Context: an optimization exercise on an open-source flow, tuned for small area, a short achievable clock period and few clock cycles. The choices shown serve that exercise and are no tape-out recipe.
Where RTL was checked, it was by simulation tests only, not by an equivalence proof against the original.
The flow treats the clock pin as an ideal source, which a real chip does not have.
No activity file was given, so power comes from the tool's default toggle rates.

run E:
## ng_core
module ng_core (
    input  wire        clk,
    input  wire        rst,
    input  wire        cmd_valid,
    output wire        cmd_ready,
    input  wire [31:0] cmd_word,
    input  wire [63:0] cmd_operand,
    output wire [63:0] state_q,
    output wire [63:0] result,
    output wire [31:0] status,
    output wire        sample_valid,
    input  wire        sample_ready,
    output wire [7:0]  sample_data
);
  localparam integer BUF_DEPTH = 16;
  localparam [3:0] OP_NOP = 4'h0, OP_SEED = 4'h1, OP_STEP = 4'h2, OP_FILL = 4'h3,
                   OP_LUTRD = 4'h4, OP_ACC = 4'h5, OP_FILT1 = 4'h6, OP_FILTER = 4'h7,
                   OP_ITER = 4'h8, OP_SBWR = 4'h9, OP_SBRD = 4'hA, OP_OBRD = 4'hB;
  localparam [3:0] E_OK = 4'd0, E_ILLEGAL_OP = 4'd1, E_RESERVED_FIELD = 4'd2,
                   E_BAD_OPERAND = 4'd3, E_RANGE = 4'd4;
  localparam [2:0] M_CALC = 3'd0, M_FILL = 3'd1, M_FILTER = 3'd2, M_EMIT = 3'd3,
                   M_READ = 3'd4, M_WRITE = 3'd5;
  reg [63:0] s_reg;
  reg [63:0] result_reg;
  reg [3:0]  err_reg;
  reg        busy;
  reg [2:0]  mode;
  reg [1:0]  calc;         
  reg        rd_ob;        
  reg        pend;         
  reg [3:0]  idx;          
  reg [3:0]  lst;          
  reg [7:0]  smp;          
  reg [63:0] hreg;         
  reg [4:0]  sbr;          
  reg [4:0]  sb_off;       
  reg [15:0] clean;        
  reg [63:0] sbq [0:16];
  ...
For scale: roughly 5,100 cells after synthesis, about 1,500 flip-flops, ~270 I/O pins.
clock: 27.0 ns
lec_check: 0
abc_area: 1
cap_margin: 20
core_margin: 2
core_utilization: 65
cts_cluster_diameter: 70
cts_cluster_size: 24
slew_margin: 20
standard.sh (not shown) runs the stock make flow with config.mk's settings and CLKGATE_MAP_FILE= SYNTH_SCRIPT=/design/flow/synth_recipe.tcl, a recipe that flattens the netlist after the stock synthesis.
==> flow/flow/run.sh <==
#!/bin/bash
# Standard layout, with every port buffered by a buf_1 and timing repair asked
# for 16.5 ns of setup slack (a 10.5 ns period) instead of 0.
set -euo pipefail
export BUFFER_PORTS_ARGS="-buffer_cell sky130_fd_sc_hd__buf_1"
export SETUP_SLACK_MARGIN=16.5
bash standard.sh synth > synth.log 2>&1
bash standard.sh > layout.log 2>&1
Testbench counts of run E, summed over its fixed seeds: cycles 13,424.
Input changes introduced in run Y (baseline for comparison: run E):
- clearing ABC_AREA, which used to be 1
==> flow/flow/run.sh <==
#!/bin/bash
# Standard layout, with every port buffered by a buf_2 and timing repair asked
# for 16.5 ns of setup slack (a 10.5 ns period) instead of 0.
set -euo pipefail
export BUFFER_PORTS_ARGS="-buffer_cell sky130_fd_sc_hd__buf_2"
export SETUP_SLACK_MARGIN=16.5
bash standard.sh synth > synth.log 2>&1
bash standard.sh > layout.log 2>&1
Findings:
[compare] base=run E new=run Y: routed wire length per instance saw an increase, horizontal die dimension went up about 2.1%. Design area: lower on run E. Measured against each other, run Y and run E differ in die area, the higher figure coming from run Y. Going from run E to run Y, post-CTS setup buffer count shrinks by 2. Setup slack on run Y is up relative to run E. Run Y drops fewer vias than run E. The global routing usage summed across all routing layers of run Y is lower than that of run E. Number of stages on the worst setup path was lower in the run labelled run Y. On run Y: overall power consumption is 0.00014 W lower than what run E gave.


Another version of the RTL of ng_core (not shown whole).
For scale: roughly 5200 cells after synthesis, roughly 270 I/O pins, roughly 49000 sq um of cells after synthesis.
Design ng_core, start of the top module:
module ng_core (
    input  wire        clk,
    input  wire        rst,
    input  wire        cmd_valid,
    output wire        cmd_ready,
    input  wire [31:0] cmd_word,
    input  wire [63:0] cmd_operand,
    output wire [63:0] state_q,
    output wire [63:0] result,
    output wire [31:0] status,
    output wire        sample_valid,
    input  wire        sample_ready,
    output wire [7:0]  sample_data
);
export LEC_CHECK = 0
export ABC_AREA = 1
export CAP_MARGIN = 20
export CORE_MARGIN = 2
export CORE_UTILIZATION = 65
export CTS_CLUSTER_DIAMETER = 75
export CTS_CLUSTER_SIZE = 28
export SLEW_MARGIN = 20
create_clock -name core_clock -period 27.0 [get_ports {clk}]
==> flow/flow/run.sh <==
#!/bin/bash
# Standard layout, with every port buffered by a buf_1, timing repair asked for
# 16.5 ns of setup slack (a 10.5 ns period) instead of 0, and after CTS the
# cmd_ready gate reading rst straight from rst's port buffer (flow/eco_ready.tcl).
set -euo pipefail
export BUFFER_PORTS_ARGS="-buffer_cell sky130_fd_sc_hd__buf_1"
export SETUP_SLACK_MARGIN=16.5
export POST_CTS_TCL="$PWD/flow/eco_ready.tcl"
bash standard.sh synth > synth.log 2>&1
bash standard.sh > layout.log 2>&1
==> flow/flow/eco_ready.tcl <==
# Sourced by ORFS at the end of its CTS step (POST_CTS_TCL). The path from rst to
# cmd_ready is the design's critical path; if timing repair left buffers between
# rst's port buffer and the gate that drives cmd_ready's port buffer, read rst for
# that gate straight from the port buffer instead (the logic is unchanged).
set block [ord::get_db_block]
proc eco_driver {net} {
  foreach it [$net getITerms] { if {[$it isOutputSignal]} { return $it } }
  return ""
}
proc eco_is_buf {inst} {
  set m [[$inst getMaster] getName]
  return [regexp {__(buf|clkbuf)_[0-9]+$} $m]
}
set rnet [[$block findBTerm rst] getNet]
set pbuf ""
foreach it [$rnet getITerms] { if {[$it isInputSignal]} { set pbuf [$it getInst] } }
set pnet ""
if {$pbuf ne "" && [eco_is_buf $pbuf]} {
  foreach it [$pbuf getITerms] { if {[$it isOutputSignal]} { set pnet [$it getNet] } }
}
set onet [[$block findBTerm cmd_ready] getNet]
set od [eco_driver $onet]
set gate ""
if {$od ne "" && [eco_is_buf [$od getInst]]} {
  foreach it [[$od getInst] getITerms] {
    if {[$it isInputSignal]} { set gd [eco_driver [$it getNet]]; if {$gd ne ""} { set gate [$gd getInst] } }
  }
}
if {$pnet ne "" && $gate ne ""} {
  foreach it [$gate getITerms] {
    if {![$it isInputSignal]} continue
    set n [$it getNet]
    set hops 0
    set d [eco_driver $n]
    while {$d ne "" && [eco_is_buf [$d getInst]] && $hops < 8} {
      set src ""
      foreach jt [[$d getInst] getITerms] { if {[$jt isInputSignal]} { set src [$jt getNet] } }
      if {$src eq ""} break
      if {[$src getName] eq [$pnet getName]} {
        puts "eco_ready: [[$gate getMaster] getName] [$gate getName]/[[$it getMTerm] getName] from [$n getName] to [$pnet getName]"
        $it disconnect
        $it connect $pnet
        break
      }
      set d [eco_driver $src]
      incr hops
    }
  }
}
estimate_parasitics -placement
The starting point completed without violations.
Testbench counts at the start, summed over its fixed seeds: cycles 13,424.
Next try:
- CTS_CLUSTER_DIAMETER: 75 -> 70
- CTS_CLUSTER_SIZE: 28 -> 24
After rerunning: With this change the flow ran to the end with violations: antenna violations; utilization rose by 0.41 points; cell count stays flat; clock power rose by about 7%; total power rose by 2.0%; wire length rose by 0.50%.
Next try:
==> flow/flow/run.sh (replaced) <==
#!/bin/bash
# Standard layout, with every port buffered by a buf_1 and timing repair asked
# for 16.5 ns of setup slack (a 10.5 ns period) instead of 0.
set -euo pipefail
export BUFFER_PORTS_ARGS="-buffer_cell sky130_fd_sc_hd__buf_1"
export SETUP_SLACK_MARGIN=16.5
bash standard.sh synth > synth.log 2>&1
bash standard.sh > layout.log 2>&1
removed: flow/flow/eco_ready.tcl
Effect:
- This time the run went through all stages and came out clean
- die area stays the same
- via count stays flat
- cell area barely changes
- global-route usage is unchanged
- register-to-register slack improved by 0.02 ns
- power is about the same


run 1:
Another version of the RTL of ng_core (not shown whole).
For scale: about 4200 cells after synthesis, roughly 270 I/O pins, about 48000 um^2 of cells after synthesis.
clock: 27.0 ns
lec_check: 0
cap_margin: 20
core_margin: 2
core_utilization: 40
slew_margin: 20
==> flow/flow/run.sh <==
#!/bin/bash
# Standard layout, with every port buffered by a buf_2 instead of the resizer's choice.
set -euo pipefail
export BUFFER_PORTS_ARGS="-buffer_cell sky130_fd_sc_hd__buf_2"
bash standard.sh synth > synth.log 2>&1
bash standard.sh > layout.log 2>&1
> inputs changed (run 1 -> run 2)
Settings: an added CTS_BUF_LIST of sky130_fd_sc_hd__clkbuf_4 sky130_fd_sc_hd__clkbuf_8; a change of CORE_UTILIZATION from 40 to 60.
==> flow/run.sh (new file) <==
#!/bin/bash
# synth_recipe.tcl (not shown) runs the flow's synth.tcl, then flattens the netlist and writes it again
# the make line also repeats each setting of config.mk as NAME=value (left out here)
make -C /OpenROAD-flow-scripts/flow DESIGN_CONFIG=/design/flow/config.mk WORK_HOME=/design/flow/orfs CLKGATE_MAP_FILE= SYNTH_SCRIPT=/design/flow/synth_recipe.tcl finish
removed: flow/flow/run.sh
removed: flow/standard.sh
Run 2 completed every stage of the flow, and the final layout passed the timing, DRC and antenna checks. Looking at fraction of met3 tracks used by global routing, run 2 sits 2.2 points above run 1. H-tree depth came out exactly the same in run 1 and run 2. Total number of vias (lower): run 1. On run 2: clock tree skew after final layout is 9.7 ps higher than what run 1 gave. Final area delta (run 2 − run 1): unfavourable. Sequential share of layout area, run 1 and run 2: higher on run 1. Run 2 ends up with a placed wire-length estimate after detailed placement that is 6700 um lower than in run 1.
[inputs] run 3 vs run 2
Settings: CTS_CLUSTER_SIZE: unset -> 30; CTS_BUF_LIST: sky130_fd_sc_hd__clkbuf_4 sky130_fd_sc_hd__clkbuf_8 -> unset; CTS_CLUSTER_DIAMETER: unset -> 80; CORE_UTILIZATION: 60 -> 65.
Results
- The count of placed standard cells including taps of run 3 falls short of that of run 2 by about 2%.
- Min met1 usage across run 3 and run 2: run 2
- Maximum number of pins on one net before global-route repair in run 3 vs run 2: down 4
Function was not checked in any run of this note: the RTL went through the layout flow alone.

[separate check: timing with driven ports]
How much do the figures lean on ideal ports? The routed layouts below were timed once more, with nothing changed but the port constraints. Step 1: set_driving_cell puts a clkbuf_16 on clk and a buf_2 on each other input, an assumption about the parent block. Step 2 moves the port delays by t, midway between the first and last clock arrival at a register: inputs arrive t later, outputs are due t later. That takes back most of the time a late clock gives input paths. Three values: ideal, step 1, step 2; two values: the first two.
| run | t, ns | setup slack, ns | hold WS [ns] | clock arrival spread, ns |
|---|---|---|---|---|
| run E | 0.740 | 15.731 / 15.688 / 15.688 | 0.316 / 0.316 / 0.316 | 0.043 / 0.043 |
| run Y | 0.714 | 15.870 / 15.732 / 15.732 | 0.308 / 0.308 / 0.308 | 0.031 / 0.031 |
| the first run of note 2 | 0.716 | 15.894 / 15.845 / 15.845 | 0.321 / 0.321 / 0.321 | 0.043 / 0.043 |
| the second run of note 2 | 0.722 | 15.894 / 15.844 / 15.844 | 0.312 / 0.312 / 0.312 | 0.033 / 0.033 |
| the third run of note 2 | 0.722 | 15.784 / 15.734 / 15.734 | 0.315 / 0.315 / 0.315 | 0.038 / 0.038 |
| run 1 | 0.818 | 14.679 / 14.657 / 14.657 | 0.302 / 0.302 / 0.302 | 0.050 / 0.049 |
| run 2 | 0.915 | 14.336 / 14.315 / 14.315 | 0.282 / 0.282 / 0.282 | 0.061 / 0.061 |
| run 3 | 0.730 | 14.240 / 14.212 / 14.212 | 0.299 / 0.299 / 0.299 | 0.047 / 0.047 |
The setup slack of run Y, which loses most, moves by -0.138 ns with the drivers and by -0.138 ns with both steps.
